Context: an optimization exercise on an open-source flow, tuned for small area, a short achievable clock period and few clock cycles per item. The choices shown serve that exercise and are no tape-out recipe.
At most, simulation tests tie the RTL to the original design; equivalence was not proved.
No activity file was given, so power comes from the tool's default toggle rates.

==> umber <==
==> flow/design.v <==
module lzw_enc (
    input  wire       clk,
    input  wire       rst,
    input  wire       in_valid,
    input  wire [7:0] in_data,
    input  wire       in_last,
    output wire       in_ready,
    output reg        out_valid,
    output reg  [8:0] out_code,
    input  wire       out_ready
);
    localparam integer R = 256;
    localparam integer L = 512;
    localparam integer W = 9;
    localparam integer N = L - R - 1;           
    localparam [1:0] S_RUN   = 2'd0;            
    localparam [1:0] S_FLUSH = 2'd1;            
    localparam [1:0] S_SENT  = 2'd2;            
    reg [W-1:0] dict_prefix [0:N-1];
    reg [7:0]   dict_char   [0:N-1];
    reg         b_v;
    reg  [7:0]  b_d;
    reg         b_l;
    reg  [1:0]  state;
    reg         have_cur;
    reg [W-1:0] cur;
    reg  [7:0]  nc;                             
    reg  [7:0]  ncw;                            
    reg         pw_v;
    reg  [7:0]  pw_idx;
    reg [W-1:0] pw_pre;
    reg  [7:0]  pw_ch;
    reg         sk_v;
    reg [W-1:0] sk_code;
    wire room    = !sk_v;
    wire consume = b_v && (state == S_RUN) && room;
    assign in_ready = !b_v || consume;
    wire take    = in_valid && in_ready;
    wire [N-1:0] match;
    genvar g;
    generate
        for (g = 0; g < N; g = g + 1) begin : g_cam
            assign match[g] = (g < ncw) && dict_prefix[g] == cur && dict_char[g] == b_d;
        end
    endgenerate
    wire pmatch = pw_v && pw_pre == cur && pw_ch == b_d;
    reg  [7:0] hit_lo;
    integer i;
    always @* begin
        hit_lo = pmatch ? pw_idx + 8'd1 : 8'd0;
        for (i = 0; i < N; i = i + 1)
            if (match[i]) hit_lo = hit_lo | (i + 1);
    end
    wire hit = pmatch || (|match);
    reg         push;
    reg [W-1:0] push_code;
    always @* begin
        push      = 1'b0;
        push_code = cur;
        case (state)
            S_RUN:   push = consume && have_cur && !hit;
            S_FLUSH: push = room;
            default: begin
                push      = room;
                push_code = R[W-1:0];
            end
        endcase
    end
    always @(posedge clk) begin
        if (pw_v) begin
            dict_prefix[pw_idx] <= pw_pre;
            dict_char[pw_idx]   <= pw_ch;
        end
    end
    always @(posedge clk) begin
        if (rst) begin
            b_v       <= 1'b0;
            b_d       <= 8'd0;
            b_l       <= 1'b0;
            state     <= S_RUN;
            have_cur  <= 1'b0;
            cur       <= {W{1'b0}};
            nc        <= 8'd0;
            ncw       <= 8'd0;
            pw_v      <= 1'b0;
            pw_idx    <= 8'd0;
            pw_pre    <= {W{1'b0}};
            pw_ch     <= 8'd0;
            sk_v      <= 1'b0;
            sk_code   <= {W{1'b0}};
            out_valid <= 1'b0;
            out_code  <= {W{1'b0}};
        end else begin
            if (take) begin
                b_v <= 1'b1;
                b_d <= in_data;
                b_l <= in_last;
            end else if (consume) begin
                b_v <= 1'b0;
            end
            pw_v <= 1'b0;
            if (pw_v)
                ncw <= pw_idx + 8'd1;
            case (state)
                S_RUN: begin
                    if (consume) begin
                        if (!have_cur) begin
                            cur      <= {1'b0, b_d};
                            have_cur <= 1'b1;
                        end else if (hit) begin
                            cur <= {1'b1, hit_lo};
                        end else begin
                            cur <= {1'b0, b_d};
                            if (nc != 8'd255) begin
                                pw_v   <= 1'b1;
                                pw_idx <= nc;
                                pw_pre <= cur;
                                pw_ch  <= b_d;
                                nc     <= nc + 8'd1;
                            end
                        end
                        if (b_l)
                            state <= S_FLUSH;
                    end
                end
                S_FLUSH: begin
                    if (room)
                        state <= S_SENT;
                end
                default: begin
                    if (room) begin
                        state    <= S_RUN;
                        have_cur <= 1'b0;
                        nc       <= 8'd0;
                        ncw      <= 8'd0;
                    end
                end
            endcase
            if (!out_valid || out_ready) begin
                if (sk_v) begin
                    out_valid <= 1'b1;
                    out_code  <= sk_code;
                    sk_v      <= push;
                    sk_code   <= push_code;
                end else begin
                    out_valid <= push;
                    out_code  <= push_code;
                end
            end else if (push) begin
                sk_v    <= 1'b1;
                sk_code <= push_code;
            end
        end
    end
endmodule
==> flow/run.sh <==
#!/bin/bash
# synth_recipe.tcl (not shown) runs the flow's synth.tcl, then flattens the netlist and writes it again
# the make line also repeats each setting of config.mk as NAME=value (left out here)
make -C /OpenROAD-flow-scripts/flow DESIGN_CONFIG=/design/flow/config.mk WORK_HOME=/design/flow/orfs CLKGATE_MAP_FILE= SYNTH_SCRIPT=/design/flow/synth_recipe.tcl finish
==> flow/config.mk <==
export PLATFORM = sky130hd
export DESIGN_NAME = lzw_enc
export DESIGN_NICKNAME = lzw_enc
export VERILOG_FILES = /design/flow/design.v
export SDC_FILE = /design/flow/constraint.sdc
export NUM_CORES = 4
export LEC_CHECK = 0
export CAP_MARGIN = 20
export CORE_MARGIN = 2
export CORE_UTILIZATION = 40
export SLEW_MARGIN = 20
==> flow/constraint.sdc <==
create_clock -name core_clock -period 15.0 [get_ports {clk}]
set_input_delay 3.0000 -clock core_clock [delete_from_list [all_inputs] [get_ports {clk}]]
set_output_delay 3.0000 -clock core_clock [all_outputs]
set_load 0.01 [all_outputs]
==> garnet (differences from umber) <==
==> flow/design.v, changed modules only <==
module lzw_enc (
    input  wire       clk,
    input  wire       rst,
    input  wire       in_valid,
    input  wire [7:0] in_data,
    input  wire       in_last,
    output wire       in_ready,
    output reg        out_valid,
    output reg  [8:0] out_code,
    input  wire       out_ready
);
    localparam integer R = 256;
    localparam integer L = 512;
    localparam integer W = 9;
    localparam integer N = L - R - 1;           
    localparam [1:0] S_RUN   = 2'd0;            
    localparam [1:0] S_FLUSH = 2'd1;            
    localparam [1:0] S_SENT  = 2'd2;            
    reg [W-1:0] dict_prefix [0:N-1];
    reg [7:0]   dict_char   [0:N-1];
    reg         b_v;
    reg  [7:0]  b_d;
    reg         b_l;
    reg  [1:0]  state;
    reg         have_cur;
    reg [W-1:0] cur;
    reg  [7:0]  ncw;                            
    reg         in_rdy;                         
    reg         pw_v;
    reg  [7:0]  pw_idx;
    reg [W-1:0] pw_pre;
    reg  [7:0]  pw_ch;
    reg         sk_v;
    reg [W-1:0] sk_code;
    wire room    = !sk_v;
    wire consume = b_v && (state == S_RUN) && room;
    assign in_ready = in_rdy;
    wire take    = in_valid && in_rdy;
    wire [7:0] nidx = ncw + {7'd0, pw_v};
    wire [N-1:0] match;
    genvar g;
    generate
        for (g = 0; g < N; g = g + 1) begin : g_cam
            assign match[g] = (g < ncw) && dict_prefix[g] == cur && dict_char[g] == b_d;
        end
    endgenerate
    wire pmatch = pw_v && pw_pre == cur && pw_ch == b_d;
    reg  [7:0] hit_lo;
    integer i;
    always @* begin
        hit_lo = pmatch ? pw_idx + 8'd1 : 8'd0;
        for (i = 0; i < N; i = i + 1)
            if (match[i]) hit_lo = hit_lo | (i + 1);
    end
    wire hit = pmatch || (|match);
    reg         push;
    reg [W-1:0] push_code;
    always @* begin
        push      = 1'b0;
        push_code = cur;
        case (state)
            S_RUN:   push = consume && have_cur && !hit;
            S_FLUSH: push = room;
            default: begin
                push      = room;
                push_code = R[W-1:0];
            end
        endcase
    end
    always @(posedge clk) begin
        if (pw_v) begin
            dict_prefix[pw_idx] <= pw_pre;
            dict_char[pw_idx]   <= pw_ch;
        end
    end
    reg         b_v_n, sk_v_n, out_valid_n;
    reg  [1:0]  state_n;
    reg         have_cur_n;
    reg  [7:0]  ncw_n;
    always @* begin
        b_v_n = take ? 1'b1 : (consume ? 1'b0 : b_v);
        state_n    = state;
        have_cur_n = have_cur;
        ncw_n      = pw_v ? pw_idx + 8'd1 : ncw;
        case (state)
            S_RUN: begin
                if (consume) begin
                    have_cur_n = 1'b1;
                    if (b_l)
                        state_n = S_FLUSH;
                end
            end
            S_FLUSH: begin
                if (room)
                    state_n = S_SENT;
            end
            default: begin
                if (room) begin
                    state_n    = S_RUN;
                    have_cur_n = 1'b0;
                    ncw_n      = 8'd0;
                end
            end
        endcase
        out_valid_n = out_valid;
        sk_v_n      = sk_v;
        if (!out_valid || out_ready) begin
            out_valid_n = sk_v || push;
            sk_v_n      = sk_v && push;
        end else if (push) begin
            sk_v_n = 1'b1;
        end
    end
    always @(posedge clk) begin
        if (rst) begin
            b_v       <= 1'b0;
            b_d       <= 8'd0;
            b_l       <= 1'b0;
            state     <= S_RUN;
            have_cur  <= 1'b0;
            cur       <= {W{1'b0}};
            ncw       <= 8'd0;
            in_rdy    <= 1'b1;
            pw_v      <= 1'b0;
            pw_idx    <= 8'd0;
            pw_pre    <= {W{1'b0}};
            pw_ch     <= 8'd0;
            sk_v      <= 1'b0;
            sk_code   <= {W{1'b0}};
            out_valid <= 1'b0;
            out_code  <= {W{1'b0}};
        end else begin
            b_v       <= b_v_n;
            state     <= state_n;
            have_cur  <= have_cur_n;
            ncw       <= ncw_n;
            sk_v      <= sk_v_n;
            out_valid <= out_valid_n;
            in_rdy    <= !b_v_n || (state_n == S_RUN && !sk_v_n);
            if (in_rdy) begin
                b_d <= in_data;
                b_l <= in_last;
            end
            pw_v <= 1'b0;
            if (consume) begin
                if (!have_cur) begin
                    cur <= {1'b0, b_d};
                end else if (hit) begin
                    cur <= {1'b1, hit_lo};
                end else begin
                    cur <= {1'b0, b_d};
                    if (nidx != 8'd255) begin
                        pw_v   <= 1'b1;
                        pw_idx <= nidx;
                        pw_pre <= cur;
                        pw_ch  <= b_d;
                    end
                end
            end
            if (!out_valid || out_ready) begin
                out_code <= sk_v ? sk_code : push_code;
                sk_code  <= push_code;
            end else if (push) begin
                sk_code <= push_code;
            end
        end
    end
endmodule
==> flow/flow/run.sh (new file) <==
#!/bin/bash
set -euo pipefail
bash standard.sh SETUP_SLACK_MARGIN=11.0 finish > standard_flow.log 2>&1
==> flow/standard.sh (new file) <==
#!/bin/bash
# synth_recipe.tcl (not shown) runs the flow's synth.tcl, then flattens the netlist and writes it again
# the make line also repeats each setting of config.mk as NAME=value (left out here)
make -C /OpenROAD-flow-scripts/flow DESIGN_CONFIG=/design/flow/config.mk WORK_HOME=/design/flow/orfs CLKGATE_MAP_FILE= SYNTH_SCRIPT=/design/flow/synth_recipe.tcl "${@:-finish}"
- CAP_MARGIN: 20 -> 25
- CORE_UTILIZATION: 40 -> 60
- CTS_CLUSTER_DIAMETER: not set -> 100
- CTS_CLUSTER_SIZE: not set -> 20
- PLACE_DENSITY: not set -> 0.75
- SLEW_MARGIN: 20 -> 30
removed: flow/run.sh
==> delta (differences from umber) <==
==> flow/design.v, changed modules only <==
module lzw_enc (
    input  wire       clk,
    input  wire       rst,
    input  wire       in_valid,
    input  wire [7:0] in_data,
    input  wire       in_last,
    output wire       in_ready,
    output reg        out_valid,
    output reg  [8:0] out_code,
    input  wire       out_ready
);
    localparam integer R = 256;
    localparam integer L = 512;
    localparam integer W = 9;
    localparam integer N = L - R - 1;           
    localparam [1:0] S_RUN   = 2'd0;            
    localparam [1:0] S_FLUSH = 2'd1;            
    localparam [1:0] S_SENT  = 2'd2;            
    reg [W-1:0] dict_prefix [0:N-1];
    reg [7:0]   dict_char   [0:N-1];
    reg         b_v;
    reg  [7:0]  b_d;
    reg         b_l;
    reg  [1:0]  state;
    reg         have_cur;
    reg [W-1:0] cur;
    reg  [7:0]  ncw;                            
    reg         in_rdy;                         
    reg         pw_v;
    reg  [7:0]  pw_idx;
    reg [W-1:0] pw_pre;
    reg  [7:0]  pw_ch;
    reg         sk_v;
    reg [W-1:0] sk_code;
    wire room    = !sk_v;
    wire consume = b_v && (state == S_RUN) && room;
    assign in_ready = in_rdy;
    wire take    = in_valid && in_rdy;
    wire [7:0] nidx = ncw + {7'd0, pw_v};
    wire [N-1:0] match;
    genvar g;
    generate
        for (g = 0; g < N; g = g + 1) begin : g_cam
            assign match[g] = (g < ncw) && dict_prefix[g] == cur && dict_char[g] == b_d;
        end
    endgenerate
    wire pmatch = pw_v && pw_pre == cur && pw_ch == b_d;
    reg  [7:0] hit_lo;
    integer i;
    always @* begin
        hit_lo = pmatch ? pw_idx + 8'd1 : 8'd0;
        for (i = 0; i < N; i = i + 1)
            if (match[i]) hit_lo = hit_lo | (i + 1);
    end
    wire hit = pmatch || (|match);
    reg         push;
    reg [W-1:0] push_code;
    always @* begin
        push      = 1'b0;
        push_code = cur;
        case (state)
            S_RUN:   push = consume && have_cur && !hit;
            S_FLUSH: push = room;
            default: begin
                push      = room;
                push_code = R[W-1:0];
            end
        endcase
    end
    always @(posedge clk) begin
        if (pw_v) begin
            dict_prefix[pw_idx] <= pw_pre;
            dict_char[pw_idx]   <= pw_ch;
        end
    end
    reg         b_v_n, sk_v_n, out_valid_n;
    reg  [1:0]  state_n;
    reg         have_cur_n;
    reg  [7:0]  ncw_n;
    always @* begin
        b_v_n = take ? 1'b1 : (consume ? 1'b0 : b_v);
        state_n    = state;
        have_cur_n = have_cur;
        ncw_n      = pw_v ? pw_idx + 8'd1 : ncw;
        case (state)
            S_RUN: begin
                if (consume) begin
                    have_cur_n = 1'b1;
                    if (b_l)
                        state_n = S_FLUSH;
                end
            end
            S_FLUSH: begin
                if (room)
                    state_n = S_SENT;
            end
            default: begin
                if (room) begin
                    state_n    = S_RUN;
                    have_cur_n = 1'b0;
                    ncw_n      = 8'd0;
                end
            end
        endcase
        out_valid_n = out_valid;
        sk_v_n      = sk_v;
        if (!out_valid || out_ready) begin
            out_valid_n = sk_v || push;
            sk_v_n      = sk_v && push;
        end else if (push) begin
            sk_v_n = 1'b1;
        end
    end
    always @(posedge clk) begin
        if (rst) begin
            b_v       <= 1'b0;
            b_d       <= 8'd0;
            b_l       <= 1'b0;
            state     <= S_RUN;
            have_cur  <= 1'b0;
            cur       <= {W{1'b0}};
            ncw       <= 8'd0;
            in_rdy    <= 1'b1;
            pw_v      <= 1'b0;
            pw_idx    <= 8'd0;
            pw_pre    <= {W{1'b0}};
            pw_ch     <= 8'd0;
            sk_v      <= 1'b0;
            sk_code   <= {W{1'b0}};
            out_valid <= 1'b0;
            out_code  <= {W{1'b0}};
        end else begin
            b_v       <= b_v_n;
            state     <= state_n;
            have_cur  <= have_cur_n;
            ncw       <= ncw_n;
            sk_v      <= sk_v_n;
            out_valid <= out_valid_n;
            in_rdy    <= !b_v_n || (state_n == S_RUN && !sk_v_n);
            if (in_rdy) begin
                b_d <= in_data;
                b_l <= in_last;
            end
            pw_v <= 1'b0;
            if (consume) begin
                if (!have_cur) begin
                    cur <= {1'b0, b_d};
                end else if (hit) begin
                    cur <= {1'b1, hit_lo};
                end else begin
                    cur <= {1'b0, b_d};
                    if (nidx != 8'd255) begin
                        pw_v   <= 1'b1;
                        pw_idx <= nidx;
                        pw_pre <= cur;
                        pw_ch  <= b_d;
                    end
                end
            end
            if (!out_valid || out_ready) begin
                out_code <= sk_v ? sk_code : push_code;
                sk_code  <= push_code;
            end else if (push) begin
                sk_code <= push_code;
            end
        end
    end
endmodule
==> flow/flow/run.sh (new file) <==
#!/bin/bash
set -euo pipefail
bash standard.sh SETUP_SLACK_MARGIN=10.5 finish > standard_flow.log 2>&1
==> flow/standard.sh (new file) <==
#!/bin/bash
# synth_recipe.tcl (not shown) runs the flow's synth.tcl, then flattens the netlist and writes it again
# the make line also repeats each setting of config.mk as NAME=value (left out here)
make -C /OpenROAD-flow-scripts/flow DESIGN_CONFIG=/design/flow/config.mk WORK_HOME=/design/flow/orfs CLKGATE_MAP_FILE= SYNTH_SCRIPT=/design/flow/synth_recipe.tcl "${@:-finish}"
removed: flow/run.sh
==> notes.md <==
umber ran to the end with no violations. delta finished but fails on slew limit. garnet went through all stages and came out clean. Of umber and delta, delta has the higher synthesized cell count (gap 0.66%, measured against delta). Fmax, lowest first: umber, garnet, delta. Core utilization: garnet is higher than umber (22 points). In garnet the clock skew is higher than in umber, by 0.0031 ns. In garnet the worst setup slack is lower than in delta, by 0.011 ns. Global-route usage, lowest first: umber, delta, garnet. The highest power belongs to delta, the lowest to garnet. Routed wire length, highest first: delta, garnet, umber. The highest via count belongs to garnet, the lowest to umber. Between delta and umber, the lower non-clock buffer count is in umber (gap 511). In register-to-register slack, garnet and delta hardly differ.
Testbench counts of garnet, summed over its fixed seeds: cycles 89,419, items 89,019.
Testbench counts of delta, summed over its fixed seeds: cycles 89,419, items 89,019.
Function not checked in umber: the RTL went through the layout flow alone.

-- re-timing with driven ports --
Ports are ideal in the flow. The routed layouts listed here were re-timed in OpenROAD.
Step 1 (the two cells are an assumption about what drives the block):
set clk [get_ports {clk}]
set_driving_cell -lib_cell sky130_fd_sc_hd__clkbuf_16 $clk
set_driving_cell -lib_cell sky130_fd_sc_hd__buf_2 [delete_from_list [all_inputs] $clk]
Step 2 moves the port delays by t, midway between the first and last clock arrival at a register: inputs arrive t later, outputs are due t later. That takes back most of the time a late clock gives input paths.
a / b / c = no drivers / after step 1 / after step 2; a / b = the first two.
run | t, ns | slack for setup (ns) | clock arrival spread, ns
umber | 1.123 | 8.129 / 8.021 / 8.151 | 0.083 / 0.083
garnet | 1.086 | 10.272 / 10.272 / 9.905 | 0.086 / 0.086
delta | 1.200 | 10.283 / 10.283 / 9.491 | 0.109 / 0.109
For delta, which loses most, drivers alone change the setup slack by 0.000 ns; drivers and shift together by -0.792 ns.
